Background: an optimization exercise with open tools, aiming at a short achievable clock period and few clock cycles. Do not read the settings as production practice. The RTL was checked by simulation tests, not by an equivalence proof against the original design. No activity file was given, so power comes from the tool's default toggle rates.

$ cat design/flow/flow/run.sh
#!/bin/bash
set -euo pipefail
bash standard.sh SETUP_SLACK_MARGIN=7 \
  "BUFFER_PORTS_ARGS=-buffer_cell sky130_fd_sc_hd__buf_4" \
  finish > standard.log 2>&1
$ cat design/flow/standard.sh
#!/bin/bash
# synth_recipe.tcl (not shown) runs the flow's synth.tcl, then flattens the netlist and writes it again
# the make line also repeats each setting of config.mk as NAME=value (left out here)
make -C /OpenROAD-flow-scripts/flow DESIGN_CONFIG=/design/flow/config.mk WORK_HOME=/design/flow/orfs CLKGATE_MAP_FILE= SYNTH_SCRIPT=/design/flow/synth_recipe.tcl "${@:-finish}"
$ cat design/flow/config.mk
export PLATFORM = sky130hd
export DESIGN_NAME = col216_core
export DESIGN_NICKNAME = col216_core
export VERILOG_FILES = /design/flow/design.v
export SDC_FILE = /design/flow/constraint.sdc
export NUM_CORES = 4
export LEC_CHECK = 0
export ABC_CLOCK_PERIOD_IN_PS = 3000
export CAP_MARGIN = 20
export CELL_PAD_IN_SITES_GLOBAL_PLACEMENT = 2
export CORE_MARGIN = 2
export CORE_UTILIZATION = 35
export PLACE_DENSITY = 0.5
export SLEW_MARGIN = 20
export TNS_END_PERCENT = 100
$ cat design/flow/constraint.sdc
create_clock -name core_clock -period 11.0 [get_ports {clk}]
set_input_delay 2.2000 -clock core_clock [delete_from_list [all_inputs] [get_ports {clk}]]
set_output_delay 2.2000 -clock core_clock [all_outputs]
set_load 0.01 [all_outputs]
$ cat design/flow/design.v
module col216_core (
    input  wire        clk,
    input  wire        rst,           
    input  wire [15:0] prog_len,      
    output wire [15:0] imem_addr,
    input  wire [31:0] imem_rdata,
    output wire [17:0] dmem_addr,     
    output wire        dmem_we,
    output wire [31:0] dmem_wdata,
    input  wire [31:0] dmem_rdata,
    output wire        wb_valid,      
    output wire [4:0]  wb_rd,
    output wire [31:0] wb_data,
    output wire        halted,
    output wire        fault,
    output wire [2:0]  fault_code,
    output wire [15:0] fault_pc
);
    localparam OP_ADD  = 6'd1;
    localparam OP_SUB  = 6'd2;
    localparam OP_MUL  = 6'd3;
    localparam OP_SLT  = 6'd4;
    localparam OP_ADDI = 6'd5;
    localparam OP_LW   = 6'd6;
    localparam OP_SW   = 6'd7;
    localparam OP_BEQ  = 6'd8;
    localparam OP_BNE  = 6'd9;
    localparam OP_J    = 6'd10;
    localparam F_INVREG  = 3'd1;
    localparam F_INVLAB  = 3'd2;
    localparam F_MEMADDR = 3'd3;
    localparam F_SYNTAX  = 3'd4;
    reg [31:0] rf [1:31];             
    reg [31:1] rf_ok;                 
    reg [15:0] n_r;                   
    reg        fault_r;
    reg [2:0]  fault_code_r;
    reg [15:0] fault_pc_r;
    reg        halted_r;              
    reg        dmem_we_r;             
    reg        wb_valid_r;            
    reg [15:0] pc;
    reg        f_ok;                  
    reg [1:0]  bht_c [0:63];          
    reg [63:0] bht_seen;              
    reg [63:0] lp_tv;                 
    reg [3:0]  lp_trip [0:63];
    reg [3:0]  lp_cnt  [0:63];
    reg [63:0] lp_cv;                 
    reg        ir_v;
    reg [31:0] ir;
    reg [15:0] ir_pc;
    reg        ir_pred;
    reg        idex_v;
    reg [15:0] idex_pc;
    reg [31:0] idex_d1;
    reg [31:0] idex_d2;
    reg [1:0]  idex_s1;               
    reg [1:0]  idex_s2;
    reg [31:0] idex_md1;              
    reg [31:0] idex_md2;
    reg [1:0]  idex_ms1;              
    reg [1:0]  idex_ms2;
    reg [1:0]  idex_as1;              
    reg [31:0] idex_imm;
    reg [4:0]  idex_dest;
    reg        idex_rw;
    reg        idex_add, idex_sub, idex_mul, idex_slt, idex_addi;
    reg        idex_lw, idex_sw, idex_beq, idex_bne;
    reg        idex_pred;
    reg        idex_r_eq;             
    reg        idex_r_ne;             
    reg [8:0]  idex_cmp;              
    reg        idex_eq_dd;            
    reg        idex_back;             
    reg [15:0] idex_alt;              
    reg        idex_alt_ok;           
    reg        idex_df;               
    reg [2:0]  idex_dcode;
    reg [33:0] idex_klo;              
    reg [33:0] idex_khi;              
    reg        exmem_v;
    reg        exmem_rw;
    reg        exmem_mr;
    reg        exmem_mw;
    reg        exmem_mul;
    reg [4:0]  exmem_dest;
    reg [31:0] exmem_res;
    reg [31:0] exmem_sv;              
    reg [17:0] exmem_addr;            
    reg        exmem_br;              
    reg        exmem_back;
    reg        exmem_bne;
    reg        exmem_taken;
    reg [5:0]  exmem_bidx;
    reg  [47:0] idex_mdig;
    reg  [31:0] exmem_mv0;
    reg  [31:0] exmem_mv1;
    reg  [31:0] exmem_mv2;
    reg  [31:0] exmem_mv3;
    reg        memwb_v;
    reg        memwb_rw;
    reg [4:0]  memwb_dest;
    reg [31:0] memwb_val;
    reg [4:0]  wb_rd_r;               
    reg [31:0] wb_data_r;
    wire [31:0] ex_a = idex_s1[0] ? exmem_res : idex_s1[1] ? memwb_val : idex_d1;
    wire [31:0] ex_b = idex_s2[0] ? exmem_res : idex_s2[1] ? memwb_val : idex_d2;
    wire [31:0] ex_add  = ex_a + ex_b;
    wire [31:0] ex_sub  = ex_a - ex_b;
    wire        ex_slt  = $signed(ex_a) < $signed(ex_b);
    wire [31:0] ex_addi = ex_a + idex_imm;
    wire [31:0] ex_ab   = idex_as1[0] ? exmem_res : idex_as1[1] ? memwb_val : idex_d1;
    wire [32:0] ex_ea   = {ex_ab[31], ex_ab} + {idex_imm[31], idex_imm};
    wire [33:0] ex_elo  = {{2{ex_ab[31]}}, ex_ab} + idex_klo;
    wire [33:0] ex_ehi  = {{2{ex_ab[31]}}, ex_ab} + idex_khi;
    wire        ex_ea_bad = (ex_ab[1:0] != idex_imm[1:0] * 2'd3)  
                          | ex_elo[33]                           
                          | ~ex_ehi[33];                         
    wire        ex_fault  = idex_v & (idex_df | ((idex_lw | idex_sw) & ex_ea_bad));
    wire [2:0]  ex_fcode  = idex_df ? idex_dcode : F_MEMADDR;
    wire        eq_em    = (exmem_res == memwb_val);
    wire        eq_ed    = (exmem_res == idex_d2);
    wire        eq_md    = (memwb_val == idex_d2);
    wire        eq_de    = (idex_d1 == exmem_res);
    wire        eq_dm    = (idex_d1 == memwb_val);
    wire        ex_eq    = idex_cmp[0] | idex_cmp[4]
                         | ((idex_cmp[1] | idex_cmp[3]) & eq_em)
                         | (idex_cmp[2] & eq_ed)
                         | (idex_cmp[5] & eq_md)
                         | (idex_cmp[6] & eq_de)
                         | (idex_cmp[7] & eq_dm)
                         | (idex_cmp[8] & idex_eq_dd);
    wire        ex_taken = (idex_beq & ex_eq) | (idex_bne & ~ex_eq);
    wire        ex_isbr  = idex_beq | idex_bne;
    wire        redir    = ex_eq ? idex_r_eq : idex_r_ne;
    wire [31:0] ex_res = ({32{idex_add}}  & ex_add)
                       | ({32{idex_sub}}  & ex_sub)
                       | ({32{idex_slt}}  & {31'd0, ex_slt})
                       | ({32{idex_addi}} & ex_addi);
    wire [31:0] mul_a = idex_ms1[0] ? exmem_res : idex_ms1[1] ? memwb_val : idex_md1;
    wire [31:0] mul_b = idex_ms2[0] ? exmem_res : idex_ms2[1] ? memwb_val : idex_md2;
    wire [31:0] mul_a2 = {mul_a[30:0], 1'b0};
    wire [32:0] mbbE = {exmem_res, 1'b0};
    wire mb1E_0 = mbbE[1] ^ mbbE[0];
    wire mb2E_0 = (mbbE[2] & ~mbbE[1] & ~mbbE[0]) | (~mbbE[2] & mbbE[1] & mbbE[0]);
    wire mbnE_0 = mbbE[2];
    wire mb1E_1 = mbbE[3] ^ mbbE[2];
    wire mb2E_1 = (mbbE[4] & ~mbbE[3] & ~mbbE[2]) | (~mbbE[4] & mbbE[3] & mbbE[2]);
    wire mbnE_1 = mbbE[4];
    wire mb1E_2 = mbbE[5] ^ mbbE[4];
    wire mb2E_2 = (mbbE[6] & ~mbbE[5] & ~mbbE[4]) | (~mbbE[6] & mbbE[5] & mbbE[4]);
    wire mbnE_2 = mbbE[6];
    wire mb1E_3 = mbbE[7] ^ mbbE[6];
    wire mb2E_3 = (mbbE[8] & ~mbbE[7] & ~mbbE[6]) | (~mbbE[8] & mbbE[7] & mbbE[6]);
    wire mbnE_3 = mbbE[8];
    wire mb1E_4 = mbbE[9] ^ mbbE[8];
    wire mb2E_4 = (mbbE[10] & ~mbbE[9] & ~mbbE[8]) | (~mbbE[10] & mbbE[9] & mbbE[8]);
    wire mbnE_4 = mbbE[10];
    wire mb1E_5 = mbbE[11] ^ mbbE[10];
    wire mb2E_5 = (mbbE[12] & ~mbbE[11] & ~mbbE[10]) | (~mbbE[12] & mbbE[11] & mbbE[10]);
    wire mbnE_5 = mbbE[12];
    wire mb1E_6 = mbbE[13] ^ mbbE[12];
    wire mb2E_6 = (mbbE[14] & ~mbbE[13] & ~mbbE[12]) | (~mbbE[14] & mbbE[13] & mbbE[12]);
    wire mbnE_6 = mbbE[14];
    wire mb1E_7 = mbbE[15] ^ mbbE[14];
    wire mb2E_7 = (mbbE[16] & ~mbbE[15] & ~mbbE[14]) | (~mbbE[16] & mbbE[15] & mbbE[14]);
    wire mbnE_7 = mbbE[16];
    wire mb1E_8 = mbbE[17] ^ mbbE[16];
    wire mb2E_8 = (mbbE[18] & ~mbbE[17] & ~mbbE[16]) | (~mbbE[18] & mbbE[17] & mbbE[16]);
    wire mbnE_8 = mbbE[18];
    wire mb1E_9 = mbbE[19] ^ mbbE[18];
    wire mb2E_9 = (mbbE[20] & ~mbbE[19] & ~mbbE[18]) | (~mbbE[20] & mbbE[19] & mbbE[18]);
    wire mbnE_9 = mbbE[20];
    wire mb1E_10 = mbbE[21] ^ mbbE[20];
    wire mb2E_10 = (mbbE[22] & ~mbbE[21] & ~mbbE[20]) | (~mbbE[22] & mbbE[21] & mbbE[20]);
    wire mbnE_10 = mbbE[22];
    wire mb1E_11 = mbbE[23] ^ mbbE[22];
    wire mb2E_11 = (mbbE[24] & ~mbbE[23] & ~mbbE[22]) | (~mbbE[24] & mbbE[23] & mbbE[22]);
    wire mbnE_11 = mbbE[24];
    wire mb1E_12 = mbbE[25] ^ mbbE[24];
    wire mb2E_12 = (mbbE[26] & ~mbbE[25] & ~mbbE[24]) | (~mbbE[26] & mbbE[25] & mbbE[24]);
    wire mbnE_12 = mbbE[26];
    wire mb1E_13 = mbbE[27] ^ mbbE[26];
    wire mb2E_13 = (mbbE[28] & ~mbbE[27] & ~mbbE[26]) | (~mbbE[28] & mbbE[27] & mbbE[26]);
    wire mbnE_13 = mbbE[28];
    wire mb1E_14 = mbbE[29] ^ mbbE[28];
    wire mb2E_14 = (mbbE[30] & ~mbbE[29] & ~mbbE[28]) | (~mbbE[30] & mbbE[29] & mbbE[28]);
    wire mbnE_14 = mbbE[30];
    wire mb1E_15 = mbbE[31] ^ mbbE[30];
    wire mb2E_15 = (mbbE[32] & ~mbbE[31] & ~mbbE[30]) | (~mbbE[32] & mbbE[31] & mbbE[30]);
    wire mbnE_15 = mbbE[32];
    wire [47:0] mdigE = {mbnE_15, mb2E_15, mb1E_15, mbnE_14, mb2E_14, mb1E_14, mbnE_13, mb2E_13, mb1E_13, mbnE_12, mb2E_12, mb1E_12, mbnE_11, mb2E_11, mb1E_11, mbnE_10, mb2E_10, mb1E_10, mbnE_9, mb2E_9, mb1E_9, mbnE_8, mb2E_8, mb1E_8, mbnE_7, mb2E_7, mb1E_7, mbnE_6, mb2E_6, mb1E_6, mbnE_5, mb2E_5, mb1E_5, mbnE_4, mb2E_4, mb1E_4, mbnE_3, mb2E_3, mb1E_3, mbnE_2, mb2E_2, mb1E_2, mbnE_1, mb2E_1, mb1E_1, mbnE_0, mb2E_0, mb1E_0};
    wire [32:0] mbbM = {memwb_val, 1'b0};
    wire mb1M_0 = mbbM[1] ^ mbbM[0];
    wire mb2M_0 = (mbbM[2] & ~mbbM[1] & ~mbbM[0]) | (~mbbM[2] & mbbM[1] & mbbM[0]);
    wire mbnM_0 = mbbM[2];
    wire mb1M_1 = mbbM[3] ^ mbbM[2];
    wire mb2M_1 = (mbbM[4] & ~mbbM[3] & ~mbbM[2]) | (~mbbM[4] & mbbM[3] & mbbM[2]);
    wire mbnM_1 = mbbM[4];
    wire mb1M_2 = mbbM[5] ^ mbbM[4];
    wire mb2M_2 = (mbbM[6] & ~mbbM[5] & ~mbbM[4]) | (~mbbM[6] & mbbM[5] & mbbM[4]);
    wire mbnM_2 = mbbM[6];
    wire mb1M_3 = mbbM[7] ^ mbbM[6];
    wire mb2M_3 = (mbbM[8] & ~mbbM[7] & ~mbbM[6]) | (~mbbM[8] & mbbM[7] & mbbM[6]);
    wire mbnM_3 = mbbM[8];
    wire mb1M_4 = mbbM[9] ^ mbbM[8];
    wire mb2M_4 = (mbbM[10] & ~mbbM[9] & ~mbbM[8]) | (~mbbM[10] & mbbM[9] & mbbM[8]);
    wire mbnM_4 = mbbM[10];
    wire mb1M_5 = mbbM[11] ^ mbbM[10];
    wire mb2M_5 = (mbbM[12] & ~mbbM[11] & ~mbbM[10]) | (~mbbM[12] & mbbM[11] & mbbM[10]);
    wire mbnM_5 = mbbM[12];
    wire mb1M_6 = mbbM[13] ^ mbbM[12];
    wire mb2M_6 = (mbbM[14] & ~mbbM[13] & ~mbbM[12]) | (~mbbM[14] & mbbM[13] & mbbM[12]);
    wire mbnM_6 = mbbM[14];
    wire mb1M_7 = mbbM[15] ^ mbbM[14];
    wire mb2M_7 = (mbbM[16] & ~mbbM[15] & ~mbbM[14]) | (~mbbM[16] & mbbM[15] & mbbM[14]);
    wire mbnM_7 = mbbM[16];
    wire mb1M_8 = mbbM[17] ^ mbbM[16];
    wire mb2M_8 = (mbbM[18] & ~mbbM[17] & ~mbbM[16]) | (~mbbM[18] & mbbM[17] & mbbM[16]);
    wire mbnM_8 = mbbM[18];
    wire mb1M_9 = mbbM[19] ^ mbbM[18];
    wire mb2M_9 = (mbbM[20] & ~mbbM[19] & ~mbbM[18]) | (~mbbM[20] & mbbM[19] & mbbM[18]);
    wire mbnM_9 = mbbM[20];
    wire mb1M_10 = mbbM[21] ^ mbbM[20];
    wire mb2M_10 = (mbbM[22] & ~mbbM[21] & ~mbbM[20]) | (~mbbM[22] & mbbM[21] & mbbM[20]);
    wire mbnM_10 = mbbM[22];
    wire mb1M_11 = mbbM[23] ^ mbbM[22];
    wire mb2M_11 = (mbbM[24] & ~mbbM[23] & ~mbbM[22]) | (~mbbM[24] & mbbM[23] & mbbM[22]);
    wire mbnM_11 = mbbM[24];
    wire mb1M_12 = mbbM[25] ^ mbbM[24];
    wire mb2M_12 = (mbbM[26] & ~mbbM[25] & ~mbbM[24]) | (~mbbM[26] & mbbM[25] & mbbM[24]);
    wire mbnM_12 = mbbM[26];
    wire mb1M_13 = mbbM[27] ^ mbbM[26];
    wire mb2M_13 = (mbbM[28] & ~mbbM[27] & ~mbbM[26]) | (~mbbM[28] & mbbM[27] & mbbM[26]);
    wire mbnM_13 = mbbM[28];
    wire mb1M_14 = mbbM[29] ^ mbbM[28];
    wire mb2M_14 = (mbbM[30] & ~mbbM[29] & ~mbbM[28]) | (~mbbM[30] & mbbM[29] & mbbM[28]);
    wire mbnM_14 = mbbM[30];
    wire mb1M_15 = mbbM[31] ^ mbbM[30];
    wire mb2M_15 = (mbbM[32] & ~mbbM[31] & ~mbbM[30]) | (~mbbM[32] & mbbM[31] & mbbM[30]);
    wire mbnM_15 = mbbM[32];
    wire [47:0] mdigM = {mbnM_15, mb2M_15, mb1M_15, mbnM_14, mb2M_14, mb1M_14, mbnM_13, mb2M_13, mb1M_13, mbnM_12, mb2M_12, mb1M_12, mbnM_11, mb2M_11, mb1M_11, mbnM_10, mb2M_10, mb1M_10, mbnM_9, mb2M_9, mb1M_9, mbnM_8, mb2M_8, mb1M_8, mbnM_7, mb2M_7, mb1M_7, mbnM_6, mb2M_6, mb1M_6, mbnM_5, mb2M_5, mb1M_5, mbnM_4, mb2M_4, mb1M_4, mbnM_3, mb2M_3, mb1M_3, mbnM_2, mb2M_2, mb1M_2, mbnM_1, mb2M_1, mb1M_1, mbnM_0, mb2M_0, mb1M_0};
    wire [47:0] mdig = idex_ms2[0] ? mdigE : idex_ms2[1] ? mdigM : idex_mdig;
    wire mb1_0 = mdig[0];
    wire mb2_0 = mdig[1];
    wire mbn_0 = mdig[2];
    wire [31:0] mpp0 = ((({32{mb1_0}} & mul_a) | ({32{mb2_0}} & mul_a2)) ^ {32{mbn_0}}) << 0;
    wire mb1_1 = mdig[3];
    wire mb2_1 = mdig[4];
    wire mbn_1 = mdig[5];
    wire [31:0] mpp1 = ((({32{mb1_1}} & mul_a) | ({32{mb2_1}} & mul_a2)) ^ {32{mbn_1}}) << 2;
    wire mb1_2 = mdig[6];
    wire mb2_2 = mdig[7];
    wire mbn_2 = mdig[8];
    wire [31:0] mpp2 = ((({32{mb1_2}} & mul_a) | ({32{mb2_2}} & mul_a2)) ^ {32{mbn_2}}) << 4;
    wire mb1_3 = mdig[9];
    wire mb2_3 = mdig[10];
    wire mbn_3 = mdig[11];
    wire [31:0] mpp3 = ((({32{mb1_3}} & mul_a) | ({32{mb2_3}} & mul_a2)) ^ {32{mbn_3}}) << 6;
    wire mb1_4 = mdig[12];
    wire mb2_4 = mdig[13];
    wire mbn_4 = mdig[14];
    wire [31:0] mpp4 = ((({32{mb1_4}} & mul_a) | ({32{mb2_4}} & mul_a2)) ^ {32{mbn_4}}) << 8;
    wire mb1_5 = mdig[15];
    wire mb2_5 = mdig[16];
    wire mbn_5 = mdig[17];
    wire [31:0] mpp5 = ((({32{mb1_5}} & mul_a) | ({32{mb2_5}} & mul_a2)) ^ {32{mbn_5}}) << 10;
    wire mb1_6 = mdig[18];
    wire mb2_6 = mdig[19];
    wire mbn_6 = mdig[20];
    wire [31:0] mpp6 = ((({32{mb1_6}} & mul_a) | ({32{mb2_6}} & mul_a2)) ^ {32{mbn_6}}) << 12;
    wire mb1_7 = mdig[21];
    wire mb2_7 = mdig[22];
    wire mbn_7 = mdig[23];
    wire [31:0] mpp7 = ((({32{mb1_7}} & mul_a) | ({32{mb2_7}} & mul_a2)) ^ {32{mbn_7}}) << 14;
    wire mb1_8 = mdig[24];
    wire mb2_8 = mdig[25];
    wire mbn_8 = mdig[26];
    wire [31:0] mpp8 = ((({32{mb1_8}} & mul_a) | ({32{mb2_8}} & mul_a2)) ^ {32{mbn_8}}) << 16;
    wire mb1_9 = mdig[27];
    wire mb2_9 = mdig[28];
    wire mbn_9 = mdig[29];
    wire [31:0] mpp9 = ((({32{mb1_9}} & mul_a) | ({32{mb2_9}} & mul_a2)) ^ {32{mbn_9}}) << 18;
    wire mb1_10 = mdig[30];
    wire mb2_10 = mdig[31];
    wire mbn_10 = mdig[32];
    wire [31:0] mpp10 = ((({32{mb1_10}} & mul_a) | ({32{mb2_10}} & mul_a2)) ^ {32{mbn_10}}) << 20;
    wire mb1_11 = mdig[33];
    wire mb2_11 = mdig[34];
    wire mbn_11 = mdig[35];
    wire [31:0] mpp11 = ((({32{mb1_11}} & mul_a) | ({32{mb2_11}} & mul_a2)) ^ {32{mbn_11}}) << 22;
    wire mb1_12 = mdig[36];
    wire mb2_12 = mdig[37];
    wire mbn_12 = mdig[38];
    wire [31:0] mpp12 = ((({32{mb1_12}} & mul_a) | ({32{mb2_12}} & mul_a2)) ^ {32{mbn_12}}) << 24;
    wire mb1_13 = mdig[39];
    wire mb2_13 = mdig[40];
    wire mbn_13 = mdig[41];
    wire [31:0] mpp13 = ((({32{mb1_13}} & mul_a) | ({32{mb2_13}} & mul_a2)) ^ {32{mbn_13}}) << 26;
    wire mb1_14 = mdig[42];
    wire mb2_14 = mdig[43];
    wire mbn_14 = mdig[44];
    wire [31:0] mpp14 = ((({32{mb1_14}} & mul_a) | ({32{mb2_14}} & mul_a2)) ^ {32{mbn_14}}) << 28;
    wire mb1_15 = mdig[45];
    wire mb2_15 = mdig[46];
    wire mbn_15 = mdig[47];
    wire [31:0] mpp15 = ((({32{mb1_15}} & mul_a) | ({32{mb2_15}} & mul_a2)) ^ {32{mbn_15}}) << 30;
    wire [31:0] mppc = {1'b0, mbn_15, 1'b0, mbn_14, 1'b0, mbn_13, 1'b0, mbn_12, 1'b0, mbn_11, 1'b0, mbn_10, 1'b0, mbn_9, 1'b0, mbn_8, 1'b0, mbn_7, 1'b0, mbn_6, 1'b0, mbn_5, 1'b0, mbn_4, 1'b0, mbn_3, 1'b0, mbn_2, 1'b0, mbn_1, 1'b0, mbn_0};
    wire [31:0] mts0_0 = mpp0 ^ mpp1 ^ mpp2;
    wire [31:0] mtc0_0 = {((mpp0[30:0] & mpp1[30:0]) | (mpp0[30:0] & mpp2[30:0]) | (mpp1[30:0] & mpp2[30:0])), 1'b0};
    wire [31:0] mts0_1 = mpp3 ^ mpp4 ^ mpp5;
    wire [31:0] mtc0_1 = {((mpp3[30:0] & mpp4[30:0]) | (mpp3[30:0] & mpp5[30:0]) | (mpp4[30:0] & mpp5[30:0])), 1'b0};
    wire [31:0] mts0_2 = mpp6 ^ mpp7 ^ mpp8;
    wire [31:0] mtc0_2 = {((mpp6[30:0] & mpp7[30:0]) | (mpp6[30:0] & mpp8[30:0]) | (mpp7[30:0] & mpp8[30:0])), 1'b0};
    wire [31:0] mts0_3 = mpp9 ^ mpp10 ^ mpp11;
    wire [31:0] mtc0_3 = {((mpp9[30:0] & mpp10[30:0]) | (mpp9[30:0] & mpp11[30:0]) | (mpp10[30:0] & mpp11[30:0])), 1'b0};
    wire [31:0] mts0_4 = mpp12 ^ mpp13 ^ mpp14;
    wire [31:0] mtc0_4 = {((mpp12[30:0] & mpp13[30:0]) | (mpp12[30:0] & mpp14[30:0]) | (mpp13[30:0] & mpp14[30:0])), 1'b0};
    wire [31:0] mts1_0 = mts0_0 ^ mtc0_0 ^ mts0_1;
    wire [31:0] mtc1_0 = {((mts0_0[30:0] & mtc0_0[30:0]) | (mts0_0[30:0] & mts0_1[30:0]) | (mtc0_0[30:0] & mts0_1[30:0])), 1'b0};
    wire [31:0] mts1_1 = mtc0_1 ^ mts0_2 ^ mtc0_2;
    wire [31:0] mtc1_1 = {((mtc0_1[30:0] & mts0_2[30:0]) | (mtc0_1[30:0] & mtc0_2[30:0]) | (mts0_2[30:0] & mtc0_2[30:0])), 1'b0};
    wire [31:0] mts1_2 = mts0_3 ^ mtc0_3 ^ mts0_4;
    wire [31:0] mtc1_2 = {((mts0_3[30:0] & mtc0_3[30:0]) | (mts0_3[30:0] & mts0_4[30:0]) | (mtc0_3[30:0] & mts0_4[30:0])), 1'b0};
    wire [31:0] mts1_3 = mtc0_4 ^ mpp15 ^ mppc;
    wire [31:0] mtc1_3 = {((mtc0_4[30:0] & mpp15[30:0]) | (mtc0_4[30:0] & mppc[30:0]) | (mpp15[30:0] & mppc[30:0])), 1'b0};
    wire [31:0] mts2_0 = mts1_0 ^ mtc1_0 ^ mts1_1;
    wire [31:0] mtc2_0 = {((mts1_0[30:0] & mtc1_0[30:0]) | (mts1_0[30:0] & mts1_1[30:0]) | (mtc1_0[30:0] & mts1_1[30:0])), 1'b0};
    wire [31:0] mts2_1 = mtc1_1 ^ mts1_2 ^ mtc1_2;
    wire [31:0] mtc2_1 = {((mtc1_1[30:0] & mts1_2[30:0]) | (mtc1_1[30:0] & mtc1_2[30:0]) | (mts1_2[30:0] & mtc1_2[30:0])), 1'b0};
    wire [31:0] mts3_0 = mts2_0 ^ mtc2_0 ^ mts2_1;
    wire [31:0] mtc3_0 = {((mts2_0[30:0] & mtc2_0[30:0]) | (mts2_0[30:0] & mts2_1[30:0]) | (mtc2_0[30:0] & mts2_1[30:0])), 1'b0};
    wire [31:0] mts3_1 = mtc2_1 ^ mts1_3 ^ mtc1_3;
    wire [31:0] mtc3_1 = {((mtc2_1[30:0] & mts1_3[30:0]) | (mtc2_1[30:0] & mtc1_3[30:0]) | (mts1_3[30:0] & mtc1_3[30:0])), 1'b0};
    wire [31:0] mms4_0 = exmem_mv0 ^ exmem_mv1 ^ exmem_mv2;
    wire [31:0] mmc4_0 = {((exmem_mv0[30:0] & exmem_mv1[30:0]) | (exmem_mv0[30:0] & exmem_mv2[30:0]) | (exmem_mv1[30:0] & exmem_mv2[30:0])), 1'b0};
    wire [31:0] mms5_0 = mms4_0 ^ mmc4_0 ^ exmem_mv3;
    wire [31:0] mmc5_0 = {((mms4_0[30:0] & mmc4_0[30:0]) | (mms4_0[30:0] & exmem_mv3[30:0]) | (mmc4_0[30:0] & exmem_mv3[30:0])), 1'b0};
    wire [31:0] mul_final = mms5_0 + mmc5_0;
    wire [31:0] mem_val = exmem_mr ? dmem_rdata : exmem_mul ? mul_final : exmem_res;
    wire [1:0]  bu_old  = bht_seen[exmem_bidx] ? bht_c[exmem_bidx] : (exmem_bne ? 2'd2 : 2'd1);
    wire [3:0]  bu_cnt  = lp_cv[exmem_bidx] ? lp_cnt[exmem_bidx] : 4'd0;
    wire [1:0]  bu_new  = exmem_taken ? ((bu_old == 2'd3) ? 2'd3 : bu_old + 2'd1)
                                      : ((bu_old == 2'd0) ? 2'd0 : bu_old - 2'd1);
    wire [5:0]  op    = ir[31:26];
    wire [4:0]  rs    = ir[25:21];
    wire [4:0]  rt    = ir[20:16];
    wire [4:0]  rd    = ir[15:11];
    wire d_add  = (op == OP_ADD);
    wire d_sub  = (op == OP_SUB);
    wire d_mul  = (op == OP_MUL);
    wire d_slt  = (op == OP_SLT);
    wire d_addi = (op == OP_ADDI);
    wire d_lw   = (op == OP_LW);
    wire d_sw   = (op == OP_SW);
    wire d_beq  = (op == OP_BEQ);
    wire d_bne  = (op == OP_BNE);
    wire d_j    = (op == OP_J);
    wire is_r   = d_add | d_sub | d_mul | d_slt;
    wire is_br  = d_beq | d_bne;
    wire op_ok  = (op >= 6'd1) & (op <= 6'd10);
    wire bad_syntax = ~op_ok | (is_r & (ir[10:0] != 11'd0));
    wire bad_reg    = (is_r & (rd == 5'd0)) | ((d_addi | d_lw) & (rt == 5'd0));
    wire bad_label  = (is_br & (ir[15] | (ir[15:0] > n_r)))
                    | (d_j  & (ir[25] | (ir[24:16] != 9'd0) | (ir[15:0] > n_r)));
    wire d_df       = bad_syntax | bad_reg | bad_label;
    wire [2:0] d_dcode = bad_syntax ? F_SYNTAX : bad_reg ? F_INVREG : F_INVLAB;
    wire       use_rs = (is_r | d_addi | d_lw | d_sw | is_br) & (rs != 5'd0);
    wire       use_rt = (is_r | d_sw | is_br) & (rt != 5'd0);
    wire       writes = is_r | d_addi | d_lw;
    wire [4:0] dest   = is_r ? rd : rt;
    wire ex_late  = idex_v & idex_rw & (idex_lw | idex_mul);
    wire hazard   = ex_late & ((use_rs & (rs == idex_dest)) | (use_rt & (rt == idex_dest)));
    wire stall    = ir_v & hazard;
    wire f1_ex  = use_rs & idex_v  & idex_rw  & (idex_dest  == rs);
    wire f1_mem = use_rs & exmem_v & exmem_rw & (exmem_dest == rs);
    wire f2_ex  = use_rt & idex_v  & idex_rw  & (idex_dest  == rt);
    wire f2_mem = use_rt & exmem_v & exmem_rw & (exmem_dest == rt);
    wire        wb_en  = memwb_v & memwb_rw;
    wire [31:0] wb_dec = 32'd1 << memwb_dest;
    wire [31:0] rf_ok0 = {rf_ok, 1'b0};
    wire [31:0] rdata1 = (wb_en && rs != 5'd0 && memwb_dest == rs) ? memwb_val :
                         rf_ok0[rs] ? rf[rs] : 32'd0;
    wire [31:0] rdata2 = (wb_en && rt != 5'd0 && memwb_dest == rt) ? memwb_val :
                         rf_ok0[rt] ? rf[rt] : 32'd0;
    wire [2:0]  src1   = f1_ex ? 3'b001 : f1_mem ? 3'b010 : 3'b100;    
    wire [2:0]  src2   = f2_ex ? 3'b001 : f2_mem ? 3'b010 : 3'b100;
    wire [15:0] ir_pc1 = ir_pc + 16'd1;
    wire [31:0] mul_bd = d_mul ? rdata2 : 32'd0;
    wire [32:0] mbbD = {mul_bd, 1'b0};
    wire mb1D_0 = mbbD[1] ^ mbbD[0];
    wire mb2D_0 = (mbbD[2] & ~mbbD[1] & ~mbbD[0]) | (~mbbD[2] & mbbD[1] & mbbD[0]);
    wire mbnD_0 = mbbD[2];
    wire mb1D_1 = mbbD[3] ^ mbbD[2];
    wire mb2D_1 = (mbbD[4] & ~mbbD[3] & ~mbbD[2]) | (~mbbD[4] & mbbD[3] & mbbD[2]);
    wire mbnD_1 = mbbD[4];
    wire mb1D_2 = mbbD[5] ^ mbbD[4];
    wire mb2D_2 = (mbbD[6] & ~mbbD[5] & ~mbbD[4]) | (~mbbD[6] & mbbD[5] & mbbD[4]);
    wire mbnD_2 = mbbD[6];
    wire mb1D_3 = mbbD[7] ^ mbbD[6];
    wire mb2D_3 = (mbbD[8] & ~mbbD[7] & ~mbbD[6]) | (~mbbD[8] & mbbD[7] & mbbD[6]);
    wire mbnD_3 = mbbD[8];
    wire mb1D_4 = mbbD[9] ^ mbbD[8];
    wire mb2D_4 = (mbbD[10] & ~mbbD[9] & ~mbbD[8]) | (~mbbD[10] & mbbD[9] & mbbD[8]);
    wire mbnD_4 = mbbD[10];
    wire mb1D_5 = mbbD[11] ^ mbbD[10];
    wire mb2D_5 = (mbbD[12] & ~mbbD[11] & ~mbbD[10]) | (~mbbD[12] & mbbD[11] & mbbD[10]);
    wire mbnD_5 = mbbD[12];
    wire mb1D_6 = mbbD[13] ^ mbbD[12];
    wire mb2D_6 = (mbbD[14] & ~mbbD[13] & ~mbbD[12]) | (~mbbD[14] & mbbD[13] & mbbD[12]);
    wire mbnD_6 = mbbD[14];
    wire mb1D_7 = mbbD[15] ^ mbbD[14];
    wire mb2D_7 = (mbbD[16] & ~mbbD[15] & ~mbbD[14]) | (~mbbD[16] & mbbD[15] & mbbD[14]);
    wire mbnD_7 = mbbD[16];
    wire mb1D_8 = mbbD[17] ^ mbbD[16];
    wire mb2D_8 = (mbbD[18] & ~mbbD[17] & ~mbbD[16]) | (~mbbD[18] & mbbD[17] & mbbD[16]);
    wire mbnD_8 = mbbD[18];
    wire mb1D_9 = mbbD[19] ^ mbbD[18];
    wire mb2D_9 = (mbbD[20] & ~mbbD[19] & ~mbbD[18]) | (~mbbD[20] & mbbD[19] & mbbD[18]);
    wire mbnD_9 = mbbD[20];
    wire mb1D_10 = mbbD[21] ^ mbbD[20];
    wire mb2D_10 = (mbbD[22] & ~mbbD[21] & ~mbbD[20]) | (~mbbD[22] & mbbD[21] & mbbD[20]);
    wire mbnD_10 = mbbD[22];
    wire mb1D_11 = mbbD[23] ^ mbbD[22];
    wire mb2D_11 = (mbbD[24] & ~mbbD[23] & ~mbbD[22]) | (~mbbD[24] & mbbD[23] & mbbD[22]);
    wire mbnD_11 = mbbD[24];
    wire mb1D_12 = mbbD[25] ^ mbbD[24];
    wire mb2D_12 = (mbbD[26] & ~mbbD[25] & ~mbbD[24]) | (~mbbD[26] & mbbD[25] & mbbD[24]);
    wire mbnD_12 = mbbD[26];
    wire mb1D_13 = mbbD[27] ^ mbbD[26];
    wire mb2D_13 = (mbbD[28] & ~mbbD[27] & ~mbbD[26]) | (~mbbD[28] & mbbD[27] & mbbD[26]);
    wire mbnD_13 = mbbD[28];
    wire mb1D_14 = mbbD[29] ^ mbbD[28];
    wire mb2D_14 = (mbbD[30] & ~mbbD[29] & ~mbbD[28]) | (~mbbD[30] & mbbD[29] & mbbD[28]);
    wire mbnD_14 = mbbD[30];
    wire mb1D_15 = mbbD[31] ^ mbbD[30];
    wire mb2D_15 = (mbbD[32] & ~mbbD[31] & ~mbbD[30]) | (~mbbD[32] & mbbD[31] & mbbD[30]);
    wire mbnD_15 = mbbD[32];
    wire [47:0] mdigD = {mbnD_15, mb2D_15, mb1D_15, mbnD_14, mb2D_14, mb1D_14, mbnD_13, mb2D_13, mb1D_13, mbnD_12, mb2D_12, mb1D_12, mbnD_11, mb2D_11, mb1D_11, mbnD_10, mb2D_10, mb1D_10, mbnD_9, mb2D_9, mb1D_9, mbnD_8, mb2D_8, mb1D_8, mbnD_7, mb2D_7, mb1D_7, mbnD_6, mb2D_6, mb1D_6, mbnD_5, mb2D_5, mb1D_5, mbnD_4, mb2D_4, mb1D_4, mbnD_3, mb2D_3, mb1D_3, mbnD_2, mb2D_2, mb1D_2, mbnD_1, mb2D_1, mb1D_1, mbnD_0, mb2D_0, mb1D_0};
    wire [15:0] d_alt  = ir_pred ? ir_pc1 : ir[15:0];
    wire [15:0] f_pc1  = pc + 16'd1;
    wire [5:0]  f_op   = imem_rdata[31:26];
    wire        f_j    = (f_op == OP_J);
    wire        f_br   = (f_op == OP_BEQ) | (f_op == OP_BNE);
    wire [5:0]  f_idx  = pc[5:0];
    wire [3:0]  f_cnt  = lp_cv[f_idx] ? lp_cnt[f_idx] : 4'd0;
    wire        f_hint = lp_tv[f_idx]    ? (f_cnt != lp_trip[f_idx]) :
                         bht_seen[f_idx] ? bht_c[f_idx][1] : (f_op == OP_BNE);
    wire        f_pred = f_br & f_hint;
    wire        f_take = f_j | f_pred;
    integer i;
    always @(posedge clk) begin
        if (rst) begin
            n_r          <= prog_len;
            fault_r      <= 1'b0;
            fault_code_r <= 3'd0;
            fault_pc_r   <= 16'd0;
        end else if (!fault_r) begin
            fault_r      <= ex_fault;
            fault_code_r <= ex_fcode;
            fault_pc_r   <= idex_pc;
        end
    end
    always @(posedge clk) begin
        if (rst) begin
            halted_r   <= prog_len == 16'd0;
            dmem_we_r  <= 1'b0;
            wb_valid_r <= 1'b0;
        end else begin
            halted_r   <= ~fault_r & ~f_ok & ~ir_v & ~idex_v & ~exmem_v;
            dmem_we_r  <= idex_v & idex_sw & ~fault_r & ~ex_fault;
            wb_valid_r <= exmem_v & exmem_rw & ~fault_r & ~ex_fault;
        end
    end
    always @(posedge clk) begin
        if (rst) begin
            pc           <= 16'd0;
            f_ok         <= prog_len != 16'd0;
            ir_v         <= 1'b0;
            idex_v       <= 1'b0;
            idex_r_eq    <= 1'b0;
            idex_r_ne    <= 1'b0;
            exmem_v      <= 1'b0;
            memwb_v      <= 1'b0;
            bht_seen     <= 64'd0;
            lp_tv        <= 64'd0;
            lp_cv        <= 64'd0;
        end else begin
            memwb_v <= exmem_v;
            exmem_v <= idex_v;
            idex_v  <= ir_v & ~stall & ~redir;
            idex_r_eq <= ir_v & ~stall & ~redir & ((d_beq & ~ir_pred) | (d_bne & ir_pred));
            idex_r_ne <= ir_v & ~stall & ~redir & ((d_beq & ir_pred) | (d_bne & ~ir_pred));
            if (redir) begin
                ir_v <= 1'b0;
                pc   <= idex_alt;
                f_ok <= idex_alt_ok;
            end else if (!stall) begin
                ir_v <= f_ok;
                if (f_ok) begin
                    pc   <= f_take ? imem_rdata[15:0] : f_pc1;
                    f_ok <= f_take ? (imem_rdata[15:0] < n_r) : (f_pc1 < n_r);
                end
            end
            if (exmem_v & exmem_br) begin
                bht_seen[exmem_bidx] <= 1'b1;
                if (exmem_back) begin
                    lp_cv[exmem_bidx] <= 1'b1;
                    if (exmem_taken) begin
                        if (bu_cnt == 4'hf)
                            lp_tv[exmem_bidx] <= 1'b0;
                    end else begin
                        lp_tv[exmem_bidx] <= 1'b1;
                    end
                end
            end
        end
    end
    always @(posedge clk) begin
        if (rst)
            rf_ok <= 31'd0;
        else if (wb_en)
            rf_ok <= rf_ok | wb_dec[31:1];
    end
    always @(posedge clk) begin
        if (wb_en)
            rf[memwb_dest] <= memwb_val;
    end
    always @(posedge clk) begin
        if (exmem_br) begin
            bht_c[exmem_bidx] <= bu_new;
            if (exmem_back) begin
                lp_cnt[exmem_bidx] <= exmem_taken ? bu_cnt + 4'd1 : 4'd0;
                if (~exmem_taken)
                    lp_trip[exmem_bidx] <= bu_cnt;
            end
        end
        memwb_rw   <= exmem_rw;
        memwb_dest <= exmem_dest;
        memwb_val  <= mem_val;
        if (exmem_rw) begin
            wb_rd_r   <= exmem_dest;
            wb_data_r <= mem_val;
        end
        exmem_rw    <= idex_rw;
        exmem_mr    <= idex_lw;
        exmem_mw    <= idex_sw;
        exmem_mul   <= idex_mul;
        exmem_dest  <= idex_dest;
        exmem_res   <= ex_res;
        if (idex_sw)
            exmem_sv <= ex_b;
        if (idex_lw | idex_sw)
            exmem_addr <= ex_ea[19:2];
        exmem_br    <= idex_v & ex_isbr;
        exmem_back  <= idex_back;
        exmem_bne   <= idex_bne;
        exmem_taken <= ex_taken;
        exmem_bidx  <= idex_pc[5:0];
        idex_mdig <= mdigD;
        exmem_mv0 <= mts3_0;
        exmem_mv1 <= mtc3_0;
        exmem_mv2 <= mts3_1;
        exmem_mv3 <= mtc3_1;
        idex_pc     <= ir_pc;
        idex_d1     <= rdata1;
        idex_d2     <= rdata2;
        idex_s1     <= {f1_mem & ~f1_ex, f1_ex};
        idex_s2     <= {f2_mem & ~f2_ex, f2_ex};
        idex_md1    <= d_mul ? rdata1 : 32'd0;
        idex_md2    <= d_mul ? rdata2 : 32'd0;
        idex_ms1    <= {f1_mem & ~f1_ex & d_mul, f1_ex & d_mul};
        idex_ms2    <= {f2_mem & ~f2_ex & d_mul, f2_ex & d_mul};
        idex_as1    <= {f1_mem & ~f1_ex & (d_lw | d_sw), f1_ex & (d_lw | d_sw)};
        idex_imm    <= {{16{ir[15]}}, ir[15:0]};
        idex_dest   <= dest;
        idex_rw     <= writes;
        idex_add    <= d_add;
        idex_sub    <= d_sub;
        idex_mul    <= d_mul;
        idex_slt    <= d_slt;
        idex_addi   <= d_addi;
        idex_lw     <= d_lw;
        idex_sw     <= d_sw;
        idex_beq    <= d_beq;
        idex_bne    <= d_bne;
        idex_pred   <= ir_pred;
        idex_cmp    <= {src1[2] & src2[2], src1[2] & src2[1], src1[2] & src2[0],
                        src1[1] & src2[2], src1[1] & src2[1], src1[1] & src2[0],
                        src1[0] & src2[2], src1[0] & src2[1], src1[0] & src2[0]};
        idex_eq_dd  <= rdata1 == rdata2;
        idex_back   <= ir[15:0] <= ir_pc;
        idex_alt    <= d_alt;
        idex_alt_ok <= d_alt < n_r;
        idex_df     <= d_df;
        idex_dcode  <= d_dcode;
        idex_klo    <= {{18{ir[15]}}, ir[15:0]} - {16'd0, n_r, 2'b00};
        idex_khi    <= {{18{ir[15]}}, ir[15:0]} - 34'h100000;
        if (!stall) begin
            ir      <= imem_rdata;
            ir_pc   <= pc;
            ir_pred <= f_pred;
        end
    end
    assign imem_addr  = pc;
    assign dmem_addr  = exmem_addr;
    assign dmem_we    = dmem_we_r;
    assign dmem_wdata = exmem_sv;
    assign wb_valid   = wb_valid_r;
    assign wb_rd      = wb_rd_r;
    assign wb_data    = wb_data_r;
    assign halted     = halted_r;
    assign fault      = fault_r;
    assign fault_code = fault_code_r;
    assign fault_pc   = fault_pc_r;
endmodule
==> impl_metrics.tcl, run 1 <==
set metrics [dict create \
    grt_max_degree 103 \
    grt_pass1_vias 92500 \
    multi_input_area_um2 62400 \
    rr_startpoint "memwb_val[8]" \
    drt_wl_total_um 591000 \
    fmaxAchievable_mhz 225 \
    grt_antenna_before_repair 42 \
    slew_headroom_pct 24.9 \
    cp-start-kind "flip-flop" \
    ys_seq_area_share_pct 52.2 \
    firstDrtPassIters 6 \
    antenna_left 0 \
    grt_pass1_wl_um 792000 \
    holdPathEnd "exmem_back" \
    synth_cell_types 94 \
    overflow 0 \
    ys_seq_elements 2498 \
    synthCells 9886 \
    port-buffer-count 207 \
    start_util_pct 35.2 \
    period_share_pct 40.4 \
    setup_viol 0 \
    cts_tree "yes" \
    worstHoldPathType "flip-flop to flip-flop" \
    r2r_end "exmem_mv0[14]" \
    post_route_cells_drive_above_1_share_pct 30.2 \
    p_leak_uw 0.0561 \
    finalCriticalPeriod_ns 4.44 \
    required_ns 11.76 \
    holdBufCountCts 0 \
    synth_most_common_cell "edfxtp_1" \
    finalHoldViolations 0 \
    synth_commonest_cells "edfxtp_1 (1,785), nor2_1 (881), mux4_2 (789)" \
    register_area_um2 68100 \
    whs_ns 0.326 \
    hold_depth 0 \
    clk_latency_ns 0.96 \
    finalSetupTns_ns 0 \
    synth_area_um2 130000 \
    rsz0062_at_grt "true" \
    synth_edf_count 1785 \
    synth_flop_cell "edfxtp_1" \
    yosysTopAreaCell "edfxtp_1" \
    drt-initial-drc-count 11200 \
    clk_pin_slew_worst_paths_ns 0.06 \
    max-cap-violations 0 \
    crit_type "flip-flop to flip-flop" \
    ctsHtreeMaxLevel 5 \
    die_x_um 613 \
    irDropWorstVdd_mv 0.119 \
    core_um2 369000 \
    cp_max_fo 8 \
    yosysTopAreaCellShare_pct 41.2 \
    reg2reg_depth 20 \
    synth_nets 10500 \
    vias_per_cell 5.92 \
    async_flop_share_pct 0 \
    r2r_slack_ns 6.56 \
    dieArea_um2 376000 \
    drc_errors 0 \
    end_kind "flip-flop" \
    skew_ns 0.0721 \
    yosysWarningCount 1 \
    num_rows 223 \
    hpwl_um 360000 \
    fin_util_pct 43.8 \
    root_buffer "clkbuf_16" \
    clock_path_buffers 4 \
    cts.sinks 2498 \
    synth_area_leaders "edfxtp_1 (41%), mux4_2 (14%), dfxtp_1 (11%), xnor2_1 (3.6%), ha_1 (3.3%)" \
    track_usage_pct 30.4 \
    worstMarginPinSlew_ns 1.13 \
    powerDensity_nw_per_um2 148 \
    area_growth_pct 24.5 \
    status "finished clean" \
    arrival_ns 5.20 \
    num_vias 93800 \
    gp_congestion 0.877 \
    nFillCells 33700 \
    ios 208 \
    avgSynthCellArea_um2 13.2 \
    slew_viol_final 0 \
    wl_per_cell_um 37.3 \
    final_nets 11200 \
    die_height_um 613 \
    cts_buffers 304 \
    min-delay-start "idex_back" \
]
[layer usage]
metal  global-route usage, %  routed length, um  vias up
li1                        -                  -    39300
met1                    42.5             251000    49300
met2                    47.3             266000     4212
met3                    4.70              44600      919
met4                    12.4              29600        6
met5                       0                 46        -
[sequential cells by signal, indices dropped and copies added, names as in the netlist, 32 cells and up, named ones only]
register,flops
bht_c,128
wb_data_r,32
exmem_mv0,32
exmem_sv,32
lp_tv,64
idex_d2,32
lp_trip,256
bht_seen,64
idex_mdig,48
idex_d1,32
rf,992
ir,32
memwb_val,32
lp_cnt,256
exmem_res,32
lp_cv,64
idex_md1,32
[what timing repair did]
action,CTS,global route
setup endpoints to repair,1030,485
cloned,68,30
buffers inserted,342,203
resized for setup,895,507
pin swaps,161,236
[cell type report]
cell class	instances	area share (%)
Antenna cell	23	0.0356
Multi-Input combinational cell	6300	38.6
Inverter	342	0.839
Clock inverter	168	1.02
Timing Repair Buffer	1160	8.52
Clock buffer	391	5.09
Sequential cell	2498	42.1
Tap cell	4950	3.83
[worst max-delay path, cell delays in order, from the launching register on]
cell     delay (ns)
dfxtp_4        0.36
buf_6          0.11
buf_6          0.12
buf_12         0.13
buf_16         0.12
buf_6          0.11
mux2i_1        0.15
nor2_1         0.10
a21oi_4        0.17
buf_12         0.15
buf_6          0.09
buf_6          0.08
buf_12         0.13
o22ai_4        0.08
xnor2_2        0.17
fa_2           0.58
inv_2          0.04
fa_2           0.52
inv_2          0.04
fa_2           0.54
fa_2           0.44
[power by group]
group | total, uW | leakage (uW) | switching (uW) | internal (uW)
clock | 10200 | 0.00485 | 4330 | 5870
sequential | 10300 | 0.0223 | 175 | 10200
combinational | 3430 | 0.0289 | 2040 | 1390
[cell families after synthesis]
group                    synth area share (%)
adder cells (fa/ha/maj)                  6.45
buffers and inverters                    3.47
flip-flops                               52.2
AND/OR/NAND/NOR                          6.69
AO/OA/AOI/OAI                            9.58
multiplexers                             16.8
XOR/XNOR                                 4.79
[how the worst max path moves through the flow]
stage | startpoint | to | slack (ns) | cells past startpoint
floorplan | idex_ms2[0] | exmem_mv0[31] | 6.61 | 21
global placement | exmem_bidx[2] | lp_tv[3] | 4.12 | 15
detailed placement | exmem_bidx[2] | lp_tv[2] | 4.06 | 15
CTS | idex_s1[1] | exmem_res[0] | 6.57 | 19
global route | idex_ms2[1] | exmem_mv0[31] | 6.42 | 19
finish | memwb_val[8] | exmem_mv0[14] | 6.56 | 20
[metrics by stage]
stage / setup WS, ns / cells / total power, uW / area (um^2)
finish: 6.56 / 15800 / 24000 / 162000
global route: 6.42 / 15800 / 24700 / 162000
CTS: 6.57 / 15600 / 24000 / 157000
detailed placement: 4.06 / 14600 / 13200 / 138000
global placement: 4.12 / 14600 / 13200 / 138000
floorplan: 6.61 / 9886 / 12200 / 131000
[placed cells by master (no fill, tap or decap), drive strengths merged, types with 76 or more instances in the layout]
cell type,count
o22ai,322
xor2,171
a21oi,569
mux4,797
clkinv,130
nor2,883
mux2i,358
a311oi,76
xnor2,540
edfxtp,1785
nor3,80
nand2,408
dfxtp,713
o21ai,285
buf,1095
inv,339
a22oi,190
clkbuf,420
nand3,82
ha,345
fa,203
Testbench counts, summed over its fixed seeds: cycles 100,756.
==> run 2: changes to the inputs <==
--- a/design/flow/design.v
+++ b/design/flow/design.v
@@ -47,6 +47,15 @@
     reg [3:0]  lp_trip [0:63];
     reg [3:0]  lp_cnt  [0:63];
     reg [63:0] lp_cv;                 
+    reg [63:0] f_hv;                  
+    reg        upd_v;
+    reg [5:0]  upd_idx;
+    reg        upd_taken;
+    reg        upd_back;
+    reg [1:0]  upd_old;               
+    reg [3:0]  upd_cnt;               
+    reg        upd_tv;
+    reg [3:0]  upd_trip;
     reg        ir_v;
     reg [31:0] ir;
     reg [15:0] ir_pc;
@@ -338,11 +347,15 @@
     wire [31:0] mms5_0 = mms4_0 ^ mmc4_0 ^ exmem_mv3;
     wire [31:0] mmc5_0 = {((mms4_0[30:0] & mmc4_0[30:0]) | (mms4_0[30:0] & exmem_mv3[30:0]) | (mmc4_0[30:0] & exmem_mv3[30:0])), 1'b0};
     wire [31:0] mul_final = mms5_0 + mmc5_0;
-    wire [31:0] mem_val = exmem_mr ? dmem_rdata : exmem_mul ? mul_final : exmem_res;
+    wire [31:0] mem_val = exmem_mul ? mul_final : exmem_mr ? dmem_rdata : exmem_res;
     wire [1:0]  bu_old  = bht_seen[exmem_bidx] ? bht_c[exmem_bidx] : (exmem_bne ? 2'd2 : 2'd1);
     wire [3:0]  bu_cnt  = lp_cv[exmem_bidx] ? lp_cnt[exmem_bidx] : 4'd0;
-    wire [1:0]  bu_new  = exmem_taken ? ((bu_old == 2'd3) ? 2'd3 : bu_old + 2'd1)
-                                      : ((bu_old == 2'd0) ? 2'd0 : bu_old - 2'd1);
+    wire [1:0]  up_ctr  = upd_taken ? ((upd_old == 2'd3) ? 2'd3 : upd_old + 2'd1)
+                                    : ((upd_old == 2'd0) ? 2'd0 : upd_old - 2'd1);
+    wire        up_tv   = upd_back ? (upd_taken ? (upd_tv & (upd_cnt != 4'hf)) : 1'b1) : upd_tv;
+    wire [3:0]  up_cnt  = upd_back ? (upd_taken ? upd_cnt + 4'd1 : 4'd0) : upd_cnt;
+    wire [3:0]  up_trip = (upd_back & ~upd_taken) ? upd_cnt : upd_trip;
+    wire        up_hv   = up_tv ? (up_cnt != up_trip) : up_ctr[1];
     wire [5:0]  op    = ir[31:26];
     wire [4:0]  rs    = ir[25:21];
     wire [4:0]  rt    = ir[20:16];
@@ -444,9 +457,7 @@
     wire        f_j    = (f_op == OP_J);
     wire        f_br   = (f_op == OP_BEQ) | (f_op == OP_BNE);
     wire [5:0]  f_idx  = pc[5:0];
-    wire [3:0]  f_cnt  = lp_cv[f_idx] ? lp_cnt[f_idx] : 4'd0;
-    wire        f_hint = lp_tv[f_idx]    ? (f_cnt != lp_trip[f_idx]) :
-                         bht_seen[f_idx] ? bht_c[f_idx][1] : (f_op == OP_BNE);
+    wire        f_hint = bht_seen[f_idx] ? f_hv[f_idx] : (f_op == OP_BNE);
     wire        f_pred = f_br & f_hint;
     wire        f_take = f_j | f_pred;
     integer i;
@@ -486,6 +497,7 @@
             bht_seen     <= 64'd0;
             lp_tv        <= 64'd0;
             lp_cv        <= 64'd0;
+            upd_v        <= 1'b0;
         end else begin
             memwb_v <= exmem_v;
             exmem_v <= idex_v;
@@ -503,17 +515,12 @@
                     f_ok <= f_take ? (imem_rdata[15:0] < n_r) : (f_pc1 < n_r);
                 end
             end
-            if (exmem_v & exmem_br) begin
-                bht_seen[exmem_bidx] <= 1'b1;
-                if (exmem_back) begin
-                    lp_cv[exmem_bidx] <= 1'b1;
-                    if (exmem_taken) begin
-                        if (bu_cnt == 4'hf)
-                            lp_tv[exmem_bidx] <= 1'b0;
-                    end else begin
-                        lp_tv[exmem_bidx] <= 1'b1;
-                    end
-                end
+            upd_v <= exmem_v & exmem_br;
+            if (upd_v) begin
+                bht_seen[upd_idx] <= 1'b1;
+                lp_tv[upd_idx]    <= up_tv;
+                if (upd_back)
+                    lp_cv[upd_idx] <= 1'b1;
             end
         end
     end
@@ -528,31 +535,32 @@
             rf[memwb_dest] <= memwb_val;
     end
     always @(posedge clk) begin
-        if (exmem_br) begin
-            bht_c[exmem_bidx] <= bu_new;
-            if (exmem_back) begin
-                lp_cnt[exmem_bidx] <= exmem_taken ? bu_cnt + 4'd1 : 4'd0;
-                if (~exmem_taken)
-                    lp_trip[exmem_bidx] <= bu_cnt;
-            end
+        upd_idx   <= exmem_bidx;
+        upd_taken <= exmem_taken;
+        upd_back  <= exmem_back;
+        upd_old   <= bu_old;
+        upd_cnt   <= bu_cnt;
+        upd_tv    <= lp_tv[exmem_bidx];
+        upd_trip  <= lp_trip[exmem_bidx];
+        if (upd_v) begin
+            bht_c[upd_idx]   <= up_ctr;
+            lp_cnt[upd_idx]  <= up_cnt;
+            lp_trip[upd_idx] <= up_trip;
+            f_hv[upd_idx]    <= up_hv;
         end
         memwb_rw   <= exmem_rw;
         memwb_dest <= exmem_dest;
         memwb_val  <= mem_val;
-        if (exmem_rw) begin
-            wb_rd_r   <= exmem_dest;
-            wb_data_r <= mem_val;
-        end
+        wb_rd_r   <= exmem_dest & {5{exmem_rw}};
+        wb_data_r <= mem_val & {32{exmem_rw}};
         exmem_rw    <= idex_rw;
         exmem_mr    <= idex_lw;
         exmem_mw    <= idex_sw;
         exmem_mul   <= idex_mul;
         exmem_dest  <= idex_dest;
         exmem_res   <= ex_res;
-        if (idex_sw)
-            exmem_sv <= ex_b;
-        if (idex_lw | idex_sw)
-            exmem_addr <= ex_ea[19:2];
+        exmem_sv    <= ex_b & {32{idex_sw}};
+        exmem_addr  <= ex_ea[19:2] & {18{idex_lw | idex_sw}};
         exmem_br    <= idex_v & ex_isbr;
         exmem_back  <= idex_back;
         exmem_bne   <= idex_bne;
==> run 2 against run 1 <==
  * Flip-flop and latch count grew 78
  * First-iteration DRC count is 18% lower
  * Clock skew shrank 0.0098 ns
  * Non-clock buffer count shrank 368
  * Wire length decreased by 11%
  * Count of clock-buffer cells in the layout grew 11
  * Via count shrank 7.1%
  * Final cell count fell by 3.5%
  * Fmax grew 1.0%
  * Die area about the same
  * Highest routed layer unchanged
  * Setup slack improved by 0.045 ns
  * Largest power group unchanged
  * Sequential power is essentially flat
==> impl_metrics.tcl, run 2 <==
set metrics [dict create \
    status "finished clean" \
    p_total_uw 22500 \
    top_regs "rf: 992 flops, lp_cnt: 256 flops, lp_trip: 256 flops" \
    layout_setup_ws_ns 6.61 \
    cp-start-kind "flip-flop" \
    max_flop_register "rf" \
    async_flop_share_pct 0 \
    port-buffer-count 207 \
    grt_pass1_wl_um 720000 \
    worstMarginPinSlew_ns 1.13 \
    antenna_left 0 \
    fmaxAchievable_mhz 228 \
    synth_area_leaders "edfxtp_1 (41%), mux4_2 (16%), dfxtp_1 (13%), xnor2_1 (3.8%), ha_1 (3.3%)" \
    stdcell_count 15300 \
    synth_commonest_cells "edfxtp_1 (1,762), mux4_2 (909), nor2_1 (830)" \
    end_kind "flip-flop" \
    clk_pin_slew_worst_paths_ns 0.06 \
    yosysTopAreaCell "edfxtp_1" \
    period_share_pct 39.9 \
    synth_cell_types 85 \
    skew_ns 0.0622 \
    dieArea_um2 377000 \
    cts_buffers 307 \
    firstDrtPassIters 8 \
    post_route_cells_drive_above_1_share_pct 27.1 \
    overflow 0 \
    grt_max_degree 93 \
    ctsHtreeMaxLevel 5 \
    max-cap-violations 0 \
    arrival_ns 5.22 \
    hpwl_um 330000 \
    drt-initial-drc-count 9207 \
    synthCells 9633 \
    largest_reg_flops 992 \
    yosysWarningCount 1 \
    synth_flop_cell "edfxtp_1" \
    rr_startpoint "idex_ms2[1]" \
    grt_antenna_before_repair 45 \
    avgSynthCellArea_um2 13.5 \
    drt_wl_total_um 524000 \
    crit_path_start "idex_ms2[1]" \
    final_nets 10700 \
    finalHoldViolations 0 \
    multi_input_area_um2 60000 \
    placed_cells 14400 \
    die_x_um 614 \
    setup_viol 0 \
    gp_congestion 0.844 \
    rsz0062_at_grt "true" \
    fin_util_pct 42.2 \
    synth_area_um2 130000 \
    crit_type "flip-flop to flip-flop" \
    start_util_pct 35.2 \
    die_height_um 614 \
    wl_per_cell_um 34.3 \
    register_area_um2 69400 \
    clk_latency_ns 0.94 \
    irDropWorstVdd_mv 0.148 \
    track_usage_pct 27.3 \
    synth_edf_count 1762 \
    grt_pass1_vias 86900 \
    root_buffer "clkbuf_16" \
    vias_per_cell 5.71 \
    slew_viol_final 0 \
    layout_common_cells "edfxtp_1 (1,762), mux4_2 (909), nor2_1 (770)" \
    num_rows 223 \
    synth_nets 10300 \
    core_um2 369000 \
    clock_path_buffers 4 \
    place_ws_ns 5.35 \
    p_leak_uw 0.0535 \
    ios 208 \
    finalSetupTns_ns 0 \
    cp_max_fo 6 \
    area_growth_pct 19.9 \
    slew_headroom_pct 24.1 \
    cts_tree "yes" \
    required_ns 11.83 \
    finalCriticalPeriod_ns 4.39 \
    synth_most_common_cell "edfxtp_1" \
    ys_seq_area_share_pct 53.2 \
    ys_seq_elements 2576 \
    min-delay-start "exmem_taken" \
    final_common_cell "edfxtp_1" \
    cts.sinks 2576 \
    powerDensity_nw_per_um2 144 \
    yosysTopAreaCellShare_pct 40.7 \
    drc_errors 0 \
    num_vias 87100 \
    nFillCells 34000 \
    worstHoldPathType "flip-flop to flip-flop" \
]
-- run 2: cell count changes after synthesis, moves of 54 or more --
cell      change
a21oi_1      -59
nand2_1      +54
o22ai_1      -54
a22oi_1     -144
o21ai_1      +69
dfxtp_1     +101
a311oi_1     -68
mux4_2      +120
-- run 2: worst max-delay path: stages, from the launching register on --
cell,delay (ns)
dfxtp_4,0.44
buf_6,0.16
buf_4,0.13
mux2i_4,0.28
nor2_1,0.11
a21oi_4,0.23
inv_6,0.06
xnor2_1,0.15
fa_1,0.54
inv_1,0.05
fa_1,0.49
fa_2,0.37
xor2_2,0.16
xnor2_1,0.19
xnor2_1,0.16
xnor2_1,0.12
xnor2_1,0.22
xnor2_1,0.17
xnor2_1,0.15
xnor2_1,0.13
-- run 2: worst paths after layout --
| check | endpoint | slack [ns] | cells after the start |
|---|---|---|---|
| max | exmem_mv0[31] | 6.61 | 19 |
| min reg2reg | upd_taken | 0.31 | 0 |
| min | upd_taken | 0.31 | 0 |
| max reg2reg | exmem_mv0[31] | 6.61 | 19 |
-- run 2: logic make-up after synthesis --
family,Yosys count,synth area share (%)
AO/OA/AOI/OAI,1564,7.18
adder cells (fa/ha/maj),550,6.46
XOR/XNOR,693,4.68
multiplexers,1298,18.8
AND/OR/NAND/NOR,1923,6.66
buffers and inverters,1029,3.04
flip-flops,2576,53.2
-- run 2: final cells by class --
cell class / instances / area share (%)
flip-flops and latches: 2576 / 44.5
multi-input cells: 6031 / 38.5
repair buffers: 792 / 5.77
diodes: 17 / 0.0273
inverters: 348 / 0.862
well taps: 4950 / 3.97
clock buffers: 402 / 5.42
clock inverters: 158 / 0.994
-- run 2: timing repair --
| item | CTS | global route |
|---|---|---|
| setup endpoints to repair | 430 | 117 |
| pin swaps | 62 | 71 |
| cloned | 46 | 8 |
| hold buffers | 0 | 0 |
| buffers inserted | 187 | 42 |
| gates resized for setup | 637 | 196 |
-- run 2: report_power, final --
group / internal, uW / total [uW] / switching, uW
Combinational: 708 / 1790 / 1080
Sequential: 10400 / 10500 / 122
Clock: 5910 / 10200 / 4310
Total: 17000 / 22500 / 5510
-- run 2: metrics by stage --
step           area [um^2]  hold WS, ns
4_1_cts             154000        0.325
6_report            156000        0.307
5_1_grt             156000        0.314
3_3_place_gp        138000        0.320
2_1_floorplan       131000        0.310
3_5_place_dp        138000        0.315
-- run 2: metal layers --
layer,global-route usage (%),part of all wire [%],routed length [um]
met5,0,0.0025,13
met4,7.24,3.0,15600
met2,42.2,45,236000
met1,40.3,46,241000
met3,3.53,6.0,31400
Testbench counts of run 2, summed over its fixed seeds: cycles 100,756.

-- static timing again, ports no longer ideal --
The flow's constraints put no driver on any port. The routed layouts listed below were extracted and timed again, unchanged, in two steps. Step 1: set_driving_cell puts a clkbuf_16 on clk and a buf_2 on each other input, an assumption about the parent block. Step 2 adds t to the input delays and takes it off the output delays; t is the mean of the earliest and latest rising clock arrival at the registers after step 1. Input paths then give back, and output paths get back, about the clock's delay inside the block. a / b / c = ideal ports / drivers / drivers and shift; a / b = the first two.
run	shift t [ns]	setup slack, ns	worst hold slack (ns)	worst setup path at the end	pins driven straight from the clock port
run 1	1.025	6.561 / 6.561 / 5.981	0.326 / 0.326 / 0.326	input to register	1
run 2	1.010	6.606 / 6.606 / 6.210	0.307 / 0.307 / 0.307	input to register	1
After both steps every run listed still meets setup and hold. The setup slack of run 1, which loses most, moves by 0.000 ns with the drivers and by -0.580 ns with both steps.
